This is an optimization exercise on Yosys and OpenROAD, whose aim is small area, a short achievable clock period and few clock cycles, not a production implementation. Only simulation tests tie the RTL to the original design; equivalence was not proved. Power figures rest on the tool's default switching activity, not on a simulated workload.

## v39
==> flow/design.v <==
module orc_rle2_dec (
    input  wire        clk,
    input  wire        rst,          
    input  wire        cfg_signed,   
    input  wire        in_valid,
    input  wire [7:0]  in_data,
    output wire        in_ready,
    output wire        out_valid,
    output wire [63:0] out_data,
    output wire        out_last,     
    input  wire        out_ready,
    output wire        err           
);
    localparam [1:0] TAG_SR     = 2'd0;
    localparam [1:0] TAG_DIRECT = 2'd1;
    localparam [1:0] TAG_PB     = 2'd2;
    localparam [1:0] TAG_DELTA  = 2'd3;
    localparam [2:0] A_HDR0 = 3'd0;   
    localparam [2:0] A_HDR1 = 3'd1;   
    localparam [2:0] A_SRV  = 3'd2;   
    localparam [2:0] A_VAR  = 3'd3;   
    localparam [2:0] A_DATA = 3'd4;   
    localparam [2:0] A_ERR  = 3'd5;   
    function [6:0] width_of;
        input [4:0] code;
        begin
            if (code < 5'd24)
                width_of = {2'b00, code} + 7'd1;
            else if (code < 5'd28)
                width_of = 7'd26 + {4'd0, code[1:0], 1'b0};
            else
                width_of = 7'd40 + {2'd0, code[1:0], 3'b000};
        end
    endfunction
    function [63:0] zigzag_dec;
        input [63:0] z;
        begin
            zigzag_dec = (z >> 1) ^ {64{z[0]}};
        end
    endfunction
    reg [2:0]  astate;
    reg [1:0]  tag;
    reg        h0_len8;      
    reg [4:0]  h0_code;      
    reg [9:0]  arem;         
    reg        lone;         
    reg        fdneg;        
    reg        sgn;          
    reg [6:0]  width;        
    reg [7:0]  d;      
    reg [70:0] bb;           
    reg [7:0]  hb;           
    reg        hbv;
    reg [3:0]  vi;           
    reg        vsel;         
    reg        ir;           
    reg        errq;         
    reg        xv;
    reg [63:0] xd;
    reg        x_add;        
    reg        x_cin;
    reg [9:0]  x_cnt;        
    reg        x_last;       
    reg        ov;
    reg [63:0] od;
    reg        ol;
    wire in_fire  = in_valid & in_ready;
    wire out_fire = ov & out_ready;
    wire b_go    = xv & (~ov | out_ready);
    wire x_cnt0  = (x_cnt == 10'd0);
    wire x_free  = ~xv | (b_go & x_cnt0);
    wire is_srv  = (astate == A_SRV);
    wire is_var  = (astate == A_VAR);
    wire is_data = (astate == A_DATA);
    wire tok_v   = ~d[7] & (is_srv | is_var | is_data);
    wire tok_null = is_var & vsel & lone;           
    wire take_now = tok_v & (tok_null | ~xv | (x_cnt0 & ~ov));
    wire take_rdy = tok_v & xv & x_cnt0;
    wire take    = take_now | (take_rdy & out_ready);
    wire load_x  = take & ~tok_null;
    wire [2:0]  sh   = d[2:0];
    wire [70:0] bsh  = bb >> sh;
    reg  [63:0] wmask;
    integer k;
    always @(*)
        for (k = 0; k < 64; k = k + 1)
            wmask[k] = (k < width);
    wire [63:0] ext  = bsh[63:0] & wmask;
    wire        t_zz = is_var | (sgn & (tag != TAG_DELTA));
    wire        t_neg = is_data & (tag == TAG_DELTA) & fdneg;
    wire [63:0] ez   = t_zz ? zigzag_dec(ext) : (t_neg ? ~ext : ext);
    wire t_add  = (is_data & (tag == TAG_DELTA)) | (is_var & vsel);
    wire dw0    = (h0_code == 5'd0);
    wire [9:0] t_cnt = (is_srv) ? arem :
                       (is_var & vsel & dw0) ? arem : 10'd0;
    wire t_last = is_srv | (is_var & ~vsel & lone) |
                  (is_var & vsel & (dw0 | (arem == 10'd0))) |
                  (is_data & (arem == 10'd0));
    assign out_valid = ov;
    assign out_data  = od;
    assign out_last  = ol;
    assign err       = errq;
    assign in_ready  = ir;
    wire [6:0] code_w = width_of(h0_code);
    wire [6:0] hdr_w  = width_of(in_data[5:1]);
    wire [7:0] d_in   = d + 8'd8;
    wire [7:0] d_tk   = d - {1'b0, width};
    wire [7:0] d_both = d_in - {1'b0, width};
    reg [2:0]  astate_n;
    reg [1:0]  tag_n;
    reg        h0_len8_n;
    reg [4:0]  h0_code_n;
    reg [9:0]  arem_n;
    reg        lone_n;
    reg        fdneg_n;
    reg [6:0]  width_n;
    reg [7:0]  d_n;
    reg [3:0]  vi_n;
    reg        vsel_n;
    reg        ir_n;
    always @(*) begin
        astate_n  = astate;
        tag_n     = tag;
        h0_len8_n = h0_len8;
        h0_code_n = h0_code;
        arem_n    = arem;
        lone_n    = lone;
        fdneg_n   = fdneg;
        width_n   = width;
        d_n       = d;
        vi_n      = vi;
        vsel_n    = vsel;
        case (astate)
        A_HDR0: if (in_fire) begin
            tag_n     = in_data[7:6];
            h0_code_n = in_data[5:1];
            h0_len8_n = in_data[0];
            case (in_data[7:6])
            TAG_SR: begin
                width_n  = {1'b0, in_data[5:3], 3'b000} + 7'd8;
                d_n      = {2'b11, ~in_data[5:3], 3'b000};   
                arem_n   = {7'd0, in_data[2:0]} + 10'd2;
                astate_n = A_SRV;
            end
            TAG_DIRECT: begin
                width_n  = hdr_w;
                astate_n = A_HDR1;
            end
            TAG_DELTA: begin
                width_n  = 7'd0;
                astate_n = A_HDR1;
            end
            default: astate_n = A_ERR;
            endcase
        end
        A_HDR1: if (in_fire) begin
            arem_n = {h0_len8, in_data};
            lone_n = ({h0_len8, in_data} == 9'd0);
            if (tag == TAG_DELTA) begin
                d_n      = 8'hff;
                vi_n     = 4'd0;
                vsel_n   = 1'b0;
                astate_n = A_VAR;
            end else begin
                d_n      = 8'd0 - {1'b0, width};
                astate_n = A_DATA;
            end
        end
        A_SRV: begin
            if (in_fire)
                d_n = d_in;
            if (take)
                astate_n = A_HDR0;
        end
        A_VAR: begin
            if (in_fire) begin
                if (vi != 4'd15)
                    vi_n = vi + 4'd1;
                if (vi < 4'd9)
                    width_n = width + 7'd7;
                else
                    width_n = 7'd64;
                if (!in_data[7])
                    d_n = 8'd0;
            end
            if (take) begin
                arem_n = arem - 10'd1;
                if (!vsel) begin
                    vsel_n  = 1'b1;
                    vi_n    = 4'd0;
                    width_n = 7'd0;
                    d_n     = 8'hff;
                end else begin
                    fdneg_n = ez[63];
                    if (lone || dw0 || arem == 10'd0) begin
                        astate_n = A_HDR0;
                    end else begin
                        width_n  = code_w;
                        d_n      = 8'd0 - {1'b0, code_w};
                        astate_n = A_DATA;
                    end
                end
            end
        end
        A_DATA: begin
            if (take)
                d_n = (hbv | in_fire) & d_tk[7] ? d_both : d_tk;
            else
                d_n = (hbv | in_fire) & d[7] ? d_in : d;
            if (take) begin
                arem_n = arem - 10'd1;
                if (arem == 10'd0)
                    astate_n = A_HDR0;
            end
        end
        A_ERR: ;
        default: astate_n = A_HDR0;
        endcase
    end
    function lim;
        input [7:0] x;
        begin
            lim = (width[6:3] != 4'd0) | (x[2:0] < width[2:0]);
        end
    endfunction
    wire arem_nz = (arem != 10'd0);
    wire arem_gt1 = (arem > 10'd1);
    wire c0_s0 = d[7]    | (arem_nz  & lim(d));
    wire c0_s1 = d[7]    & (d_in[7]   | (arem_nz  & lim(d_in)));
    wire c1_s0 = d_tk[7] | (arem_gt1 & lim(d_tk));
    wire c1_s1 = d_tk[7] & (d_both[7] | (arem_gt1 & lim(d_both)));
    wire src   = hbv | in_fire;
    always @(*) begin
        case (astate)
        A_HDR0: ir_n = ~(in_fire & (in_data[7:6] == TAG_PB));
        A_HDR1: ir_n = 1'b1;
        A_SRV:  ir_n = take | (in_fire ? d_in[7] : d[7]);
        A_VAR:  ir_n = take | (in_fire ? in_data[7] : d[7]);
        A_DATA: ir_n = take ? (~arem_nz | (src ? c1_s1 : c1_s0))
                            : (src ? c0_s1 : c0_s0);
        default: ir_n = 1'b0;
        endcase
    end
    always @(posedge clk) begin
        sgn <= cfg_signed;
        if (rst) begin
            astate  <= A_HDR0;
            tag     <= TAG_SR;
            h0_len8 <= 1'b0;
            h0_code <= 5'd0;
            arem    <= 10'd0;
            lone    <= 1'b0;
            fdneg   <= 1'b0;
            width   <= 7'd0;
            d       <= 8'hff;
            vi      <= 4'd0;
            vsel    <= 1'b0;
            ir      <= 1'b1;
        end else begin
            astate  <= astate_n;
            tag     <= tag_n;
            h0_len8 <= h0_len8_n;
            h0_code <= h0_code_n;
            arem    <= arem_n;
            lone    <= lone_n;
            fdneg   <= fdneg_n;
            width   <= width_n;
            d       <= d_n;
            vi      <= vi_n;
            vsel    <= vsel_n;
            ir      <= ir_n;
        end
    end
    always @(posedge clk) begin
        if (in_fire) begin
            if (is_var) begin
                if (vi < 4'd9)
                    bb[7*vi +: 7] <= in_data[6:0];
                else if (vi == 4'd9)
                    bb[63] <= in_data[0];
            end else if (is_srv) begin
                bb <= {bb[62:0], in_data};
            end
        end
        if (is_data && src && (take ? d_tk[7] : d[7]))
            bb <= {bb[62:0], hbv ? hb : in_data};
        if (in_fire)
            hb <= in_data;
    end
    always @(posedge clk) begin
        if (rst)
            hbv <= 1'b0;
        else if (is_data)
            hbv <= src & ~(take ? d_tk[7] : d[7]);
    end
    always @(posedge clk) begin
        if (rst) begin
            xv <= 1'b0;
            ov <= 1'b0;
            errq <= 1'b0;
        end else begin
            errq <= (astate_n == A_ERR) & ~b_go & (~ov | out_ready);
            if (load_x)
                xv <= 1'b1;
            else if (b_go && x_cnt0)
                xv <= 1'b0;
            if (b_go)
                ov <= 1'b1;
            else if (out_fire)
                ov <= 1'b0;
        end
    end
    wire [64:0] sum65 = {od, 1'b1} + {xd, x_cin};
    wire [63:0] sum   = sum65[64:1];
    always @(posedge clk) begin
        if (load_x) begin
            xd     <= ez;
            x_add  <= t_add;
            x_cin  <= t_neg;
            x_cnt  <= t_cnt;
            x_last <= t_last;
        end else if (b_go && !x_cnt0) begin
            x_cnt  <= x_cnt - 10'd1;
        end
        if (b_go) begin
            od <= x_add ? sum : xd;
            ol <= x_last & x_cnt0;
        end
    end
endmodule
Settings: LEC_CHECK=0, ABC_CLOCK_PERIOD_IN_PS=3000, CAP_MARGIN=20, CORE_MARGIN=2, CORE_UTILIZATION=60, SLEW_MARGIN=20, TNS_END_PERCENT=0; clock period 10.0 ns.
standard.sh (not shown) runs the stock make flow with config.mk's settings and CLKGATE_MAP_FILE= SYNTH_SCRIPT=/design/flow/synth_recipe.tcl, a recipe that flattens the netlist after the stock synthesis.
==> flow/flow/run.sh <==
#!/bin/bash
# The standard ORFS layout (the standard.sh, standard synthesis unchanged)
# with two changes to how the layout is made, none to the constraints:
#  * the resizer's setup repair aims for 7 ns of setup slack (SETUP_SLACK_MARGIN)
#    on the worst path only (TNS_END_PERCENT 0 in config.mk);
#  * the port buffers that every input and output gets are buf_4 cells.
# make's full output goes to make.log here; each ORFS step keeps its own log
# under orfs/logs/.
set -euo pipefail
bash standard.sh SETUP_SLACK_MARGIN=7 "BUFFER_PORTS_ARGS=-buffer_cell sky130_fd_sc_hd__buf_4" finish > make.log 2>&1
v39 finished end to end and its layout was clean on timing, DRC and antenna.
Testbench counts of v39, summed over its fixed seeds: cycles 46,386.
Inputs modified between v39 and v29:
==> flow/flow/run.sh <==
#!/bin/bash
# The standard ORFS layout (the standard.sh, standard synthesis unchanged),
# with a stricter setup-repair target: the resizer keeps repairing until the
# setup slack is at least SETUP_SLACK_MARGIN ns. Constraints and clock period
# are the design's. make's full output goes to make.log here; each ORFS step
# keeps its own log under orfs/logs/.
set -euo pipefail
bash standard.sh SETUP_SLACK_MARGIN=7 finish > make.log 2>&1
--- outcome ---
- Re clock share of power: v29 is 0.9 points down on v39.
- Routed via count divided by cell count: v39 vs v29 — no meaningful difference
- Power delta (v39 -> v29): insignificant
#### Input delta (v32 over v29)
Settings: removing TNS_END_PERCENT (formerly 0).
Notes after the runs:
v32 ran to completion and came out clean on the timing, DRC and antenna checks.
Power share of the clock group: v32 vs v29 — no meaningful difference
Re critical path required time: v32 is 0.03 ns up on v29.
Comparing v32 against v29, there is no change at all in area fraction in compound gates after synthesis.
v32 vs v29: worst relative slew slack down in v32
Sequential cell area share is higher on v29
Against v29, post-layout total power in v32 rose by a little under 10%.
Delta (v32 minus v29): wire length shows an increase of about 15%; final-layout non-clock buffer area share went up by 7.2 points; critical path depth went up by 2; share of total power in combinational logic went up.

==> static timing again, ports no longer ideal <==
No port has a modelled driver above. Below, the same layouts with a new extraction and two added sets of constraints. Step 1 (the two cells are an assumption about what drives the block):
set clk [get_ports {clk}]
set_driving_cell -lib_cell sky130_fd_sc_hd__clkbuf_16 $clk
set_driving_cell -lib_cell sky130_fd_sc_hd__buf_2 [delete_from_list [all_inputs] $clk]
Step 2 times the ports against the registers' clock, not the clock port: input delays grow and output delays shrink by t, the midpoint of the rising clock arrivals with the driver on. a / b / c = no drivers / after step 1 / after step 2; a / b = the first two.
| run | t, ns | setup slack, ns | slew at the worst register clock pin (ns) |
|---|---|---|---|
| v39 | 0.595 | 6.351 / 6.351 / 5.809 | 0.06 / 0.06 |
| v29 | 0.597 | 6.325 / 6.327 / 5.733 | 0.06 / 0.06 |
| v32 | 0.611 | 6.351 / 6.369 / 5.758 | 0.07 / 0.07 |
After both steps every run listed still meets setup and hold. For v32, which loses most, drivers alone change the setup slack by +0.018 ns; drivers and shift together by -0.593 ns.
